What follows belongs to an exercise in optimizing a design on an open flow for small area; a production flow would make more cautious choices. At most, simulation tests tie the RTL to the original design; equivalence was not proved. Power and IR drop assume default switching activity. No driver is modelled on the clock port, so clocking that relies on it looks cheaper here than on a real chip.

## run A
Design il_core, start of the top module:
module il_core (
    input  wire        clk,
    input  wire        rst,
    input  wire        start,
    input  wire [15:0] prog_len,
    output wire        busy,
    output wire [15:0] acc,
    output wire [15:0] last_line,
    output wire [4:0]  esp,
    output wire [4:0]  csp,
    output wire        prog_valid,
    output wire [15:0] prog_addr,
    input  wire        prog_ready,
    input  wire [15:0] prog_word,
    input  wire [15:0] prog_opr,
    output wire        mem_valid,
    output wire        mem_we,
    output wire [1:0]  mem_region,
    output wire [4:0]  mem_slot,
    output wire [15:0] mem_wdata,
    input  wire        mem_ready,
    input  wire [15:0] mem_rdata
);
    localparam [3:0] S_IDLE  = 4'd0,
                     S_FETCH = 4'd1,
                     S_OPEN  = 4'd2,
                     S_EPOP  = 4'd3,
                     S_MRD   = 4'd4,
                     S_WPREP = 4'd5,
                     S_MWR   = 4'd6,
                     S_ALU1  = 4'd7,
                     S_ALU2  = 4'd8,
                     S_MD    = 4'd9,
                     S_JMP   = 4'd10,
                     S_CPUSH = 4'd11,
                     S_CPOP  = 4'd12,
                     S_EWAIT = 4'd13,
                     S_ERUN  = 4'd14,
                     S_MRDG  = 4'd15;
    localparam [3:0] C_LE = 4'd0, C_LT = 4'd1, C_STOR = 4'd2, C_LOAD = 4'd4,
                     C_AND = 4'd5, C_OR = 4'd6, C_XOR = 4'd7, C_ADD = 4'd8,
                     C_SUB = 4'd9, C_MUL = 4'd10, C_DIV = 4'd11, C_GT = 4'd12,
  ...
Settings: LEC_CHECK=0, CAP_MARGIN=20, CORE_MARGIN=2, CORE_UTILIZATION=65, GPL_TIMING_DRIVEN=0, SLEW_MARGIN=20; clock period 8.0 ns.
standard.sh (not shown) runs the stock make flow with config.mk's settings and CLKGATE_MAP_FILE= SYNTH_SCRIPT=/design/flow/synth_recipe.tcl, a recipe that flattens the netlist after the stock synthesis.
==> flow/flow/run.sh <==
#!/bin/bash
# The standard layout (the standard.sh), with two changes: the port
# buffers are sky130_fd_sc_hd__buf_1, and clock tree synthesis gets its own
# clustering arguments and no dummy loads.
set -euo pipefail
bash standard.sh finish "BUFFER_PORTS_ARGS=-buffer_cell sky130_fd_sc_hd__buf_1" \
  "CTS_ARGS=-sink_clustering_enable -repair_clock_nets -sink_clustering_size 32 -sink_clustering_max_diameter 80 -buf_list sky130_fd_sc_hd__clkbuf_16 -dont_use_dummy_load" \
  > standard_flow.log 2>&1
Run A | stages: all done | timing, DRC, antenna: all pass
Here is what was changed in the inputs of run B compared with run A.
- a deleted GPL_TIMING_DRIVEN that had been 0
## What came out
The flow did not stop early for run B: all stages ran, and the layout cleared the timing, design-rule and antenna checks. Relative to run A, worst max-slew margin expressed relative to the limit has increased by 4.4 points in run B. When run B is set beside run A, its data arrival time of the critical path turns out to be 0.16 ns larger. Number of inserted diodes (lower): run B. In run B, the sequential share of layout area came out 0.64 points above the value in run A. Delta (run B minus run A): required arrival time at the worst endpoint rose 0.03 ns, routed wire length fell 3100 um. The final reports for run B and run A show minimum clock period higher in the former. Run B ends up with lower met1 wire length than run A does. Total non-filler cell area in the finished layout in run B vs run A: down 250 um^2. Total power, run A and run B: larger value in run A. Relative to run A, global router's overall resource usage has gone down in run B.
For run C, these inputs were changed with respect to run B:
- SLEW_MARGIN now 0, was 20
- CAP_MARGIN now 0, was 20
==> run summary <==
In the metrics for run C and run B, the one carrying the higher maximum net fanout on the critical path is run B.
The worst hold slack on run B is in line with that on run C.
Post-route cell area: run C vs run B, no meaningful difference
Taking run B as the reference, in run C maximum VDD drop held steady; final cell count held steady; clock skew held steady; total routed wirelength held steady; setup slack grew by 0.024 ns.
Edits applied to the flow inputs when going from run C to run D:
- SLEW_MARGIN now 20, was 0
- CAP_MARGIN now 20, was 0
-- flow/flow/run.sh --
<<< run C, line 7
  "CTS_ARGS=-sink_clustering_enable -repair_clock_nets -sink_clustering_size 32 -sink_clustering_max_diameter 80 -buf_list sky130_fd_sc_hd__clkbuf_16 -dont_use_dummy_load" \
>>> run D, line 7
  "CTS_ARGS=-sink_clustering_enable -repair_clock_nets -sink_clustering_size 30 -sink_clustering_max_diameter 70 -buf_list sky130_fd_sc_hd__clkbuf_16 -dont_use_dummy_load" \
==> comparison <==
Compared to run C, run D leaves less free space in the core. Total wirelength of the detailed-routed design across run D and run C: no real change. [run D] met1 wire length rose about 0.44% relative to run C.

---

## Q
il_core, a different RTL version from the one above (not shown whole).
For scale: about 1900 cells after synthesis, roughly 850 flip-flops, ~0.025 sq mm of cells after synthesis.
Settings: LEC_CHECK=0, CAP_MARGIN=20, CORE_MARGIN=2, CORE_UTILIZATION=65, SLEW_MARGIN=20; clock period 8.0 ns.
==> flow/flow/run.sh <==
#!/bin/bash
# The standard layout (the standard.sh), with two changes: the port
# buffers are sky130_fd_sc_hd__buf_1, and clock tree synthesis gets its own
# clustering arguments and no dummy loads.
set -euo pipefail
bash standard.sh finish "BUFFER_PORTS_ARGS=-buffer_cell sky130_fd_sc_hd__buf_1" \
  "CTS_ARGS=-sink_clustering_enable -repair_clock_nets -sink_clustering_size 20 -sink_clustering_max_diameter 80 -buf_list sky130_fd_sc_hd__clkbuf_16 -sink_clustering_buffer sky130_fd_sc_hd__clkbuf_8 -dont_use_dummy_load" \
  > standard_flow.log 2>&1
--- input diff Q..T ---
-- flow/flow/run.sh --
<<< Q, line 7
  "CTS_ARGS=-sink_clustering_enable -repair_clock_nets -sink_clustering_size 20 -sink_clustering_max_diameter 80 -buf_list sky130_fd_sc_hd__clkbuf_16 -sink_clustering_buffer sky130_fd_sc_hd__clkbuf_8 -dont_use_dummy_load" \
>>> T, line 7
  "CTS_ARGS=-sink_clustering_enable -repair_clock_nets -sink_clustering_size 32 -sink_clustering_max_diameter 80 -buf_list sky130_fd_sc_hd__clkbuf_16 -dont_use_dummy_load" \
==> run summary <==
- Number of instances in the synthesized netlist: Q vs T identical
- Delta (T minus Q): total routed wirelength went up; final design utilization saw an increase; hold slack now smaller.
- In terms of number of vias after detailed routing, T and Q differ only marginally.
- Lower growth of design area from synthesis to finish goes to Q over T.
- T reports a higher global-route usage than Q does.
- Comparing the two runs side by side, T comes out behind Q on setup slack.
- On largest voltage drop on the vdd net: T sits below Q.
No run of this note included a check of the RTL's function; only the layout flow was run.

---

Another version of the RTL of il_core (not shown whole).
Size: roughly 1,900 cells after synthesis, ~850 flip-flops, ~25,000 um^2 of cells after synthesis.
==> flow/config.mk <==
export PLATFORM = sky130hd
export DESIGN_NAME = il_core
export DESIGN_NICKNAME = il_core
export VERILOG_FILES = /design/flow/design.v
export SDC_FILE = /design/flow/constraint.sdc
export NUM_CORES = 4
export LEC_CHECK = 0
export CAP_MARGIN = 20
export CORE_MARGIN = 2
export CORE_UTILIZATION = 65
export SLEW_MARGIN = 20
==> flow/constraint.sdc <==
create_clock -name core_clock -period 8.0 [get_ports {clk}]
set_input_delay 1.6000 -clock core_clock [delete_from_list [all_inputs] [get_ports {clk}]]
set_output_delay 1.6000 -clock core_clock [all_outputs]
set_load 0.01 [all_outputs]
==> flow/flow/run.sh <==
#!/bin/bash
# The standard layout (the standard.sh), with two changes: the port
# buffers are sky130_fd_sc_hd__buf_1, and clock tree synthesis gets its own
# clustering arguments and no dummy loads.
set -euo pipefail
bash standard.sh finish "BUFFER_PORTS_ARGS=-buffer_cell sky130_fd_sc_hd__buf_1" \
  "CTS_ARGS=-sink_clustering_enable -repair_clock_nets -sink_clustering_size 32 -sink_clustering_max_diameter 80 -buf_list sky130_fd_sc_hd__clkbuf_16 -dont_use_dummy_load" \
  > standard_flow.log 2>&1
The baseline completed with no timing, DRC or antenna violations.
==> next run, changes <==
==> flow/flow/run.sh (replaced) <==
#!/bin/bash
# The standard layout (the standard.sh), with two changes: the port
# buffers are sky130_fd_sc_hd__buf_1, and clock tree synthesis gets its own
# clustering arguments and no dummy loads.
set -euo pipefail
bash standard.sh finish "BUFFER_PORTS_ARGS=-buffer_cell sky130_fd_sc_hd__buf_1" \
  "CTS_ARGS=-sink_clustering_enable -repair_clock_nets -sink_clustering_size 30 -sink_clustering_max_diameter 70 -buf_list sky130_fd_sc_hd__clkbuf_16 -dont_use_dummy_load" \
  > standard_flow.log 2>&1
What happened: Wire length barely changes; synthesized area does not change; power climbs by 1.5%; worst setup slack is better by 0.0074 ns; die area does not change; first-iteration DRC count shrinks by 3.6%.
No run of this note included a check of the RTL's function; only the layout flow was run.

---

== amber ==
Another version of the RTL of il_core (not shown whole).
For scale: ~1,900 cells after synthesis, roughly 150 I/O pins.
export LEC_CHECK = 0
export CAP_MARGIN = 20
export CORE_MARGIN = 2
export CORE_UTILIZATION = 72
export SLEW_MARGIN = 20
create_clock -name core_clock -period 8.0 [get_ports {clk}]
==> flow/flow/run.sh <==
#!/bin/bash
# The standard layout (the standard.sh), with two changes: the port
# buffers are sky130_fd_sc_hd__buf_1, and clock tree synthesis gets its own
# clustering arguments and no dummy loads.
set -euo pipefail
bash standard.sh finish "BUFFER_PORTS_ARGS=-buffer_cell sky130_fd_sc_hd__buf_1" \
  "CTS_ARGS=-sink_clustering_enable -repair_clock_nets -sink_clustering_size 32 -sink_clustering_max_diameter 80 -buf_list sky130_fd_sc_hd__clkbuf_16 -dont_use_dummy_load" \
  > standard_flow.log 2>&1
amber: full flow OK, the timing, design-rule and antenna checks passed
Changes in garnet relative to amber:
Settings: changing CORE_UTILIZATION from 72 to 60.
==> run summary <==
As far as routability congestion estimate is concerned, amber and garnet perform about the same.
From amber to garnet the numbers moved as follows: total number of H-tree levels ~0 delta; setup slack of the most critical reg-to-reg path +0.10 ns.
garnet vs. amber: critical path depth went down by 2.
In garnet, the combinational share of power came out 0.6 points below the value in amber.
For lagoon, these inputs were changed with respect to garnet:
Settings: CORE_UTILIZATION now 65, was 60.
==> flow/flow/run.sh <==
#!/bin/bash
# The standard layout (the standard.sh), with two changes: the port
# buffers are sky130_fd_sc_hd__buf_1, and clock tree synthesis gets its own
# clustering arguments and no dummy loads.
set -euo pipefail
bash standard.sh finish "BUFFER_PORTS_ARGS=-buffer_cell sky130_fd_sc_hd__buf_1" \
  "CTS_ARGS=-sink_clustering_enable -repair_clock_nets -sink_clustering_size 16 -sink_clustering_max_diameter 80 -buf_list sky130_fd_sc_hd__clkbuf_16 -sink_clustering_buffer sky130_fd_sc_hd__clkbuf_8 -dont_use_dummy_load" \
  > standard_flow.log 2>&1
[summary]
- lagoon finished every step from synthesis to the final layout, and the layout passed the timing, design-rule and antenna checks.
- lagoon reports a higher routed via count divided by cell count than garnet does.
- garnet has a higher required arrival time at the worst endpoint than lagoon.
- Comparing lagoon and garnet, the lower number of rows in the core area was measured on lagoon.
#### Input delta (yarrow over lagoon)
Settings: CTS_BUF_LIST newly set to sky130_fd_sc_hd__clkbuf_16; CTS_CLUSTER_DIAMETER newly set to 80; CTS_CLUSTER_SIZE newly set to 30.
==> flow/run.sh (new file) <==
#!/bin/bash
# synth_recipe.tcl (not shown) runs the flow's synth.tcl, then flattens the netlist and writes it again
# the make line also repeats each setting of config.mk as NAME=value (left out here)
make -C /OpenROAD-flow-scripts/flow DESIGN_CONFIG=/design/flow/config.mk WORK_HOME=/design/flow/orfs CLKGATE_MAP_FILE= SYNTH_SCRIPT=/design/flow/synth_recipe.tcl finish
removed: flow/flow/run.sh
removed: flow/standard.sh
[summary]
- yarrow: done, clean on timing, DRC and antenna
- Of lagoon and yarrow, the lower final worst-path cycle share belongs to lagoon.
- Compared with lagoon, in yarrow clock power climbed about 18%, final cell utilization of the core climbed 3.3 points, total power climbed 0.00055 W.

-- separate check: timing with driven ports --
In the flow no input, the clock included, has a driving cell. The finished layouts below were timed again as built, in two steps.
Step 1 assumes that a clkbuf_16 drives the clock port and a buf_2 every other input.
Step 2 also shifts input and output timing later by t, the mid clock arrival at the registers, as if the neighbouring blocks saw the same clock.
Slacks: no drivers / after step 1 / after step 2; pairs: no drivers / after step 1.
run	t, ns	setup WS [ns]	clock arrival spread, ns
run A	0.614	1.914 / 1.914 / 1.914	0.100 / 0.100
run B	0.616	1.785 / 1.785 / 1.785	0.066 / 0.066
run C	0.617	1.809 / 1.809 / 1.809	0.067 / 0.066
run D	0.631	1.757 / 1.757 / 1.757	0.084 / 0.085
Q	0.599	1.897 / 1.897 / 1.897	0.067 / 0.067
T	0.602	1.850 / 1.850 / 1.850	0.084 / 0.084
the first run of note 3	0.610	1.572 / 1.572 / 1.572	0.087 / 0.086
the second run of note 3	0.615	1.580 / 1.580 / 1.580	0.069 / 0.069
amber	0.574	1.893 / 1.893 / 1.893	0.079 / 0.079
garnet	0.611	1.997 / 1.997 / 1.997	0.087 / 0.087
lagoon	0.602	1.842 / 1.842 / 1.842	0.052 / 0.052
yarrow	0.645	1.803 / 1.803 / 1.803	0.039 / 0.039
After both steps every run listed still meets setup and hold.
